From an optimization exercise on the open Yosys and OpenROAD flow, aimed at small area, a short achievable clock period and few clock cycles; shortcuts taken in it are not production practice.
Only simulation tests tie the RTL to the original design; equivalence was not proved.

$ cat design/flow/design.v
module gdc_dbuf (
    input  wire        clk,
    input  wire        rst,           
    input  wire        ep_valid,
    output wire        ep_ready,
    input  wire [31:0] ep_data,
    input  wire        in_valid,
    output wire        in_ready,
    input  wire [15:0] in_data,
    output reg         resp_valid,
    input  wire        resp_ready,
    output reg  [31:0] resp_data,
    output reg         err_valid,
    output reg  [1:0]  err_cause,     
    output reg  [7:0]  err_opc
);
    localparam integer C   = 96;
    localparam integer W   = 24;
    localparam integer FS  = 44100;
    localparam integer N16 = C / 2;    
    localparam integer N8  = C;        
    localparam [7:0] OP_NOP      = 8'h00,
                     OP_ENCODE   = 8'h08,
                     OP_DECODE   = 8'h09,
                     OP_WRBLK    = 8'h10,
                     OP_RDSMP    = 8'h11,
                     OP_SETWH    = 8'h12,
                     OP_SETBD    = 8'h13,
                     OP_DRATIO   = 8'h14,
                     OP_DMS      = 8'h15;
    localparam [1:0] S_HDR = 2'd0,    
                     S_OPA = 2'd1,    
                     S_WR  = 2'd2,    
                     S_RSP = 2'd3;    
    function [1:0] clamp_depth;
        input [31:0] r;
        begin
            if (r <= 32'd5)       clamp_depth = 2'd0;
            else if (r <= 32'd9)  clamp_depth = 2'd1;
            else if (r <= 32'd13) clamp_depth = 2'd2;
            else                  clamp_depth = 2'd3;
        end
    endfunction
    function [15:0] encode;
        input [15:0] s;
        input [1:0]  d;
        begin
            case (d)
                2'd0: encode = {8'h00, {4{s[15]}}, s[15:12]};
                2'd1: encode = {8'h00, s[15:8]};
                2'd2: encode = {{4{s[15]}}, s[15:4]};
                default: encode = s;
            endcase
        end
    endfunction
    function [15:0] decode;
        input [15:0] v;
        input [1:0]  d;
        begin
            case (d)
                2'd0: decode = {v[3:0], 12'h000};
                2'd1: decode = {v[7:0], 8'h00};
                2'd2: decode = {v[11:0], 4'h0};
                default: decode = v;
            endcase
        end
    endfunction
    reg [8*C-1:0] arena;              
    reg [1:0]  depth;
    reg [6:0]  wh;
    reg [4:0]  wfade;
    reg [1:0]  state;
    reg [31:0] hdr;
    reg [15:0] wr_left;
    wire       bps2   = depth[1];                  
    wire [6:0] nslots = bps2 ? N16[6:0] : N8[6:0];
    wire [7:0]  h_opc  = ep_data[31:24];
    wire [3:0]  h_head = ep_data[23:20];
    wire [3:0]  h_rsv  = ep_data[19:16];
    wire [15:0] h_imm  = ep_data[15:0];
    reg h_known, h_two, h_imm_used;
    always @(*) begin
        h_known = 1'b1; h_two = 1'b0; h_imm_used = 1'b0;
        case (h_opc)
            OP_NOP:    ;
            OP_ENCODE: begin h_two = 1'b1; h_imm_used = 1'b1; end
            OP_DECODE: begin h_two = 1'b1; h_imm_used = 1'b1; end
            OP_WRBLK:  h_imm_used = 1'b1;
            OP_RDSMP:  h_two = 1'b1;
            OP_SETWH:  h_two = 1'b1;
            OP_SETBD:  h_imm_used = 1'b1;
            OP_DRATIO: h_imm_used = 1'b1;
            OP_DMS:    h_two = 1'b1;
            default:   h_known = 1'b0;
        endcase
    end
    wire h_resv_bad = (h_rsv != 4'd0) || (h_head != 4'd0) ||
                      (!h_imm_used && h_imm != 16'd0);
    wire [7:0]  opc  = hdr[31:24];
    wire [31:0] opa  = ep_data;
    wire signed [31:0] opa_s = opa;
    wire signed [31:0] m16 = opa_s % N16;
    wire signed [31:0] m8  = opa_s % N8;
    wire [6:0] wrap16 = (m16 < 0) ? m16 + N16 : m16;
    wire [6:0] wrap8  = (m8  < 0) ? m8  + N8  : m8;
    wire [6:0] opa_wrapped = bps2 ? wrap16 : wrap8;
    wire [6:0] rd_slot = (state == S_WR) ? wh : opa_wrapped;
    wire [7:0] rd_addr = bps2 ? {rd_slot, 1'b0} : {1'b0, rd_slot};
    wire [7:0] rd_lo   = arena[8*rd_addr +: 8];
    wire [7:0] rd_hi   = bps2 ? arena[8*(rd_addr + 8'd1) +: 8] : 8'h00;
    wire [15:0] rd_sample = decode({rd_hi, rd_lo}, depth);
    wire signed [15:0] bl_o = rd_sample;
    wire signed [15:0] bl_n = in_data;
    wire signed [6:0]  bl_r = {2'b00, wfade};
    wire signed [6:0]  bl_q = W - bl_r;
    wire signed [23:0] bl_num = bl_o * bl_r + bl_n * bl_q;
    wire signed [23:0] bl_trunc = bl_num / W;
    wire signed [23:0] bl_floor = (bl_num < 0 && bl_trunc * W != bl_num) ?
                                  bl_trunc - 1 : bl_trunc;
    wire [15:0] wr_sample = (wfade != 5'd0) ? bl_floor[15:0] : in_data;
    wire [15:0] wr_code   = encode(wr_sample, depth);
    wire [7:0]  wr_addr   = bps2 ? {wh, 1'b0} : {1'b0, wh};
    wire [6:0]  wh_next   = (wh == nslots - 7'd1) ? 7'd0 : wh + 7'd1;
    wire [1:0]  opa_depth = clamp_depth(opa);
    wire [15:0] enc_code  = encode(hdr[15:0], opa_depth);
    wire [15:0] dec_smp   = decode(hdr[15:0], opa_depth);
    wire [1:0]  bd_new    = clamp_depth({16'd0, h_imm});
    wire [6:0]  wh_after_bd = (bd_new[1] && wh >= N16) ? wh - N16 : wh;
    wire [23:0] dr_prod   = h_imm * nslots;
    wire [31:0] dr_val    = {24'd0, dr_prod[23:16]};
    wire        ms_long   = (opa >= 32'd1000);
    wire [25:0] ms_prod   = opa[9:0] * FS;
    wire [25:0] ms_div    = ms_prod / 1000;
    wire [6:0]  ms_max    = nslots - 7'd1;
    wire [31:0] ms_val    = (ms_long || ms_div > {19'd0, ms_max}) ?
                            {25'd0, ms_max} : {6'd0, ms_div};
    assign ep_ready = (state == S_HDR) || (state == S_OPA);
    assign in_ready = (state == S_WR);
    wire hdr_fire = ep_valid && (state == S_HDR);
    wire opa_fire = ep_valid && (state == S_OPA);
    wire wr_fire  = in_valid && (state == S_WR);
    integer i;
    always @(posedge clk) begin
        if (rst) begin
            arena      <= {8*C{1'b0}};
            depth      <= 2'd3;
            wh         <= 7'd0;
            wfade      <= 5'd0;
            state      <= S_HDR;
            hdr        <= 32'd0;
            wr_left    <= 16'd0;
            resp_valid <= 1'b0;
            resp_data  <= 32'd0;
            err_valid  <= 1'b0;
            err_cause  <= 2'd0;
            err_opc    <= 8'd0;
        end else begin
            err_valid <= 1'b0;
            case (state)
            S_HDR: if (hdr_fire) begin
                hdr <= ep_data;
                if (!h_known) begin
                    err_valid <= 1'b1; err_cause <= 2'd1; err_opc <= h_opc;
                end else if (h_resv_bad) begin
                    err_valid <= 1'b1; err_cause <= 2'd2; err_opc <= h_opc;
                    if (h_two) state <= S_OPA;
                end else if (h_two) begin
                    state <= S_OPA;
                end else begin
                    case (h_opc)
                    OP_WRBLK: if (h_imm != 16'd0) begin
                        wr_left <= h_imm;
                        state   <= S_WR;
                    end
                    OP_SETBD: if (bd_new != depth) begin
                        depth <= bd_new;
                        wh    <= wh_after_bd;
                    end
                    OP_DRATIO: begin
                        resp_data  <= dr_val;
                        resp_valid <= 1'b1;
                        state      <= S_RSP;
                    end
                    default: ;    
                    endcase
                end
            end
            S_OPA: if (opa_fire) begin
                state <= S_HDR;
                if (hdr[19:16] != 4'd0 || hdr[23:20] != 4'd0 ||
                    ((opc == OP_RDSMP || opc == OP_SETWH || opc == OP_DMS) &&
                     hdr[15:0] != 16'd0)) begin
                end else begin
                    case (opc)
                    OP_ENCODE: begin
                        resp_data  <= {16'd0, enc_code};
                        resp_valid <= 1'b1;
                        state      <= S_RSP;
                    end
                    OP_DECODE: begin
                        resp_data  <= {{16{dec_smp[15]}}, dec_smp};
                        resp_valid <= 1'b1;
                        state      <= S_RSP;
                    end
                    OP_RDSMP: begin
                        resp_data  <= {{16{rd_sample[15]}}, rd_sample};
                        resp_valid <= 1'b1;
                        state      <= S_RSP;
                    end
                    OP_SETWH: begin
                        wh    <= opa_wrapped;
                        wfade <= W[4:0];
                    end
                    OP_DMS: begin
                        resp_data  <= ms_val;
                        resp_valid <= 1'b1;
                        state      <= S_RSP;
                    end
                    default: ;
                    endcase
                end
            end
            S_WR: if (wr_fire) begin
                for (i = 0; i < C; i = i + 1) begin
                    if (i == wr_addr)
                        arena[8*i +: 8] <= wr_code[7:0];
                    if (bps2 && i == wr_addr + 8'd1)
                        arena[8*i +: 8] <= wr_code[15:8];
                end
                if (wfade != 5'd0) wfade <= wfade - 5'd1;
                wh      <= wh_next;
                wr_left <= wr_left - 16'd1;
                if (wr_left == 16'd1) state <= S_HDR;
            end
            S_RSP: if (resp_ready) begin
                resp_valid <= 1'b0;
                state      <= S_HDR;
            end
            endcase
        end
    end
endmodule
$ cat design/flow/run.sh
#!/bin/bash
# synth_recipe.tcl (not shown) runs the flow's synth.tcl, then flattens the netlist and writes it again
# the make line also repeats each setting of config.mk as NAME=value (left out here)
make -C /OpenROAD-flow-scripts/flow DESIGN_CONFIG=/design/flow/config.mk WORK_HOME=/design/flow/orfs CLKGATE_MAP_FILE= SYNTH_SCRIPT=/design/flow/synth_recipe.tcl finish
$ cat design/flow/config.mk
export PLATFORM = sky130hd
export DESIGN_NAME = gdc_dbuf
export DESIGN_NICKNAME = gdc_dbuf
export VERILOG_FILES = /design/flow/design.v
export SDC_FILE = /design/flow/constraint.sdc
export NUM_CORES = 4
export LEC_CHECK = 0
export CAP_MARGIN = 20
export CORE_MARGIN = 2
export CORE_UTILIZATION = 40
export PLACE_DENSITY = 0.6
export SLEW_MARGIN = 20
$ cat design/flow/constraint.sdc
create_clock -name core_clock -period 45.0 [get_ports {clk}]
set_input_delay 9.0000 -clock core_clock [delete_from_list [all_inputs] [get_ports {clk}]]
set_output_delay 9.0000 -clock core_clock [all_outputs]
set_load 0.01 [all_outputs]
==> run summary <==
[cell type report]
class / instances / area (µm²) / share of cell area
clock inverters: 50 / 838.3 / 0.01050
flip-flops and latches: 862 / 17260 / 0.2163
multi-input cells: 8491 / 51460 / 0.6448
clock buffers: 134 / 2863 / 0.03587
well taps: 2370 / 2965 / 0.03716
diodes: 5 / 12.51 / 0.0001568
repair buffers: 301 / 2784 / 0.03488
inverters: 431 / 1628 / 0.02040
[cell families (layout without fill, tap and decap cells)]
| logic type | after synthesis | in the layout |
|---|---|---|
| xor gates and xnor gates | 261 | 261 |
| buffers and inverters | 1224 | 916 |
| DFF | 862 | 862 |
| adders and majority gates | 487 | 487 |
| and+or+nand+nor | 4685 | 4686 |
| AOI/OAI and AO/OA | 2733 | 2733 |
| muxes | 324 | 324 |
| other | 0 | 5 |
[through the flow]
stage | setup slack [ns]
after detailed placement | 0.07940
after floorplan | 5.157
after global routing | 0.05576
after global placement | 1.289
after CTS | 0.6795
final | 2.630
[path summary, 6_finish.rpt]
| check | end | from | slack (ns) | cells past startpoint |
|---|---|---|---|---|
| max | arena[190] | ep_data[0] | 2.63 | 144 |
| min | arena[680] | arena[680] | 0.45 | 2 |
| max reg2reg | arena[190] | state[0] | 15.80 | 113 |
| min reg2reg | arena[680] | arena[680] | 0.45 | 2 |
[flip-flops by register name, summed over array words and instances (netlist names)]
name and flops:
err_valid 1, err_cause 2, resp_valid 1, wh 7
state 2, depth 2, err_opc 8, arena 768
resp_data 18, wfade 5, hdr 32, wr_left 16
[critical path: cells and delay by family]
kind / cells / cell delay, ns
adders and majority gates: 12 / 4.59
muxes: 7 / 1.73
AOI/OAI and AO/OA: 65 / 14.39
buffers and inverters: 20 / 3.94
xor gates and xnor gates: 6 / 1.24
and+or+nand+nor: 34 / 8.07
[per-layer routing]
layer | GRT usage | routed length [µm]
met1 | 0.4212 | 124800
met5 | 0.004163 | 220
met4 | 0.1376 | 14860
met3 | 0.05327 | 30230
met2 | 0.4702 | 128700
[cells in the final DEF (no fill, tap or decap), drive strengths merged, types with 291 or more instances in the layout]
cell type  Yosys  final
a211oi       299    299
nor2        1099   1099
nand2       2207   2207
inv          429    432
nand3        512    512
a21oi        866    866
o21ai        695    695
ha           291    291
mux2i        298    298
dfxtp        862    862
[repair_timing]
item / CTS / global route
buffers inserted: 0 / 0
hold endpoints to repair: 0 / 0
hold buffers: 0 / 0
setup endpoints to repair: 0 / 768
resized for setup: 0 / 45
==> flow_summary.ini <==
[sta]
period_needed_ns = 42.37
fin_tns_setup_ns = 0
fin_worst_hold_slack_ns = 0.4529
timing.final.hold_violations = 0
fin_skew_ns = 0.09380
slew_viol_final = 0
finalSetupViolCount = 0
tightestPinTransition_ns = 1.254
relSlewSlack = 0.1610
rsz0062_at_grt = false
fmax_mhz = 23.60
finalCritPeriodShare = 0.9416

[detailed_routing]
drtIter0Drc = 9512
postRouteAntennaNets = 0
vias = 78310
dr.pass1.iters = 10
wl_per_cell_um = 23.63
drc_errors = 0
wl_um = 298800
post_drt_via_cell_ratio = 6.193

[floorplanning]
dieArea_mm2 = 0.1859
std_cell_rows = 156
ios = 99
initial_utilization = 0.4033
coreArea_mm2 = 0.1809
die_w_um = 431.1
die_h_um = 431.1

[hold_path]
min_path_type = reg -> reg

[placed_design]
io_buffers = 98
gp_congestion = 1.070
placed_area_mm2 = 0.07585
post-dp-hpwl_um = 205200
dp_cells = 12450

[synth]
syn-num-nets = 11110
muxShareOfSynthArea = 0.04522
synthAdderAreaFrac = 0.1033
synthArstFlopShare = 0
synth_edf_count = 0
synth_cell_type_count = 143
ys_seq_area_frac = 0.2365
syn_area_mm2 = 0.07297
synth-compound-area-share = 0.2389
ys_ff_latch = 862
synth.most_common_cell = nand2_1
avgSynthCellArea_um2 = 6.899
synthFlopType = dfxtp_1
synth_top_area_share = 0.2365
synth_xor_area_frac = 0.03205
yosys-top-cells-count = 2206 x nand2_1, 1096 x nor2_1, 864 x a21oi_1
synth-simple-area-share = 0.2789
ys.warnings.count = 1
synthTopCellsByArea = dfxtp_1 24%, nand2_1 11%, a21oi_1 5.9%, nor2_1 5.6%, fa_1 5.3%
synth_top_family_by_area = simple AND/OR/NAND/NOR gates
netlist_instances = 10580
synth_top_cell_by_area = dfxtp_1

[cells_and_area]
drive_gt1_frac = 0.06301
nets = 10720
fillerInstances = 18370
fin_area_mm2 = 0.07981
final_util = 0.4411
final_cells = 12640
syn_to_final_growth_pct = 9.373

[worst_setup_path]
crit_top_cell = o21ai_0
max_stage_delay_ns = 0.65
critPathKind = in -> reg
path_max_fanout = 45
cp-end-kind = flip-flop
worstSetupStartpointType = primary input
cp_slowest_cell = clkdlybuf4s50_1
cp.required_ns = 45.66
critPathArrivalTime_ns = 43.03

[clock_network]
root_buffer = clkbuf_16
h-tree-depth = 3
cts_tree = built
clk_latency_ns = 0.80
cts_buffer_depth = 3
cts_sinks = 862
clk_pin_slew_ns = 0.06
cts_buffers = 100

[global_route]
grt-ovfl-total = 0
grt_pass1_wl_um = 447800
grt_use_total = 0.3074
grt_start_max_net_pins = 171
antenna_found_initial = 13
grt_pass1_vias = 71470

[status]
outcome = finished clean

[run]
drv_cap = 0
Testbench counts, summed over its fixed seeds: cycles 47,823.

## port drivers added, routing unchanged
Ports are ideal in the flow. The routed layout listed here was re-timed in OpenROAD.
Step 1 sets driving cells, clkbuf_16 on the clock port and buf_2 on the other inputs (assumed; they add their load-dependent delay and slew).
Step 2 adds t to the input delays and takes it off the output delays; t is the mean of the earliest and latest rising clock arrival at the registers after step 1. Input paths then give back, and output paths get back, about the clock's delay inside the block.
a / b / c = ideal / step 1 / step 2; a / b = the first two.
shift t [ns]: 0.847
setup WS [ns]: 2.630 / 2.677 / 1.830
slew at the worst register clock pin (ns): 0.07 / 0.07
After both steps this run still meets setup and hold. For this run, drivers alone change the setup slack by +0.047 ns; drivers and shift together by -0.800 ns.
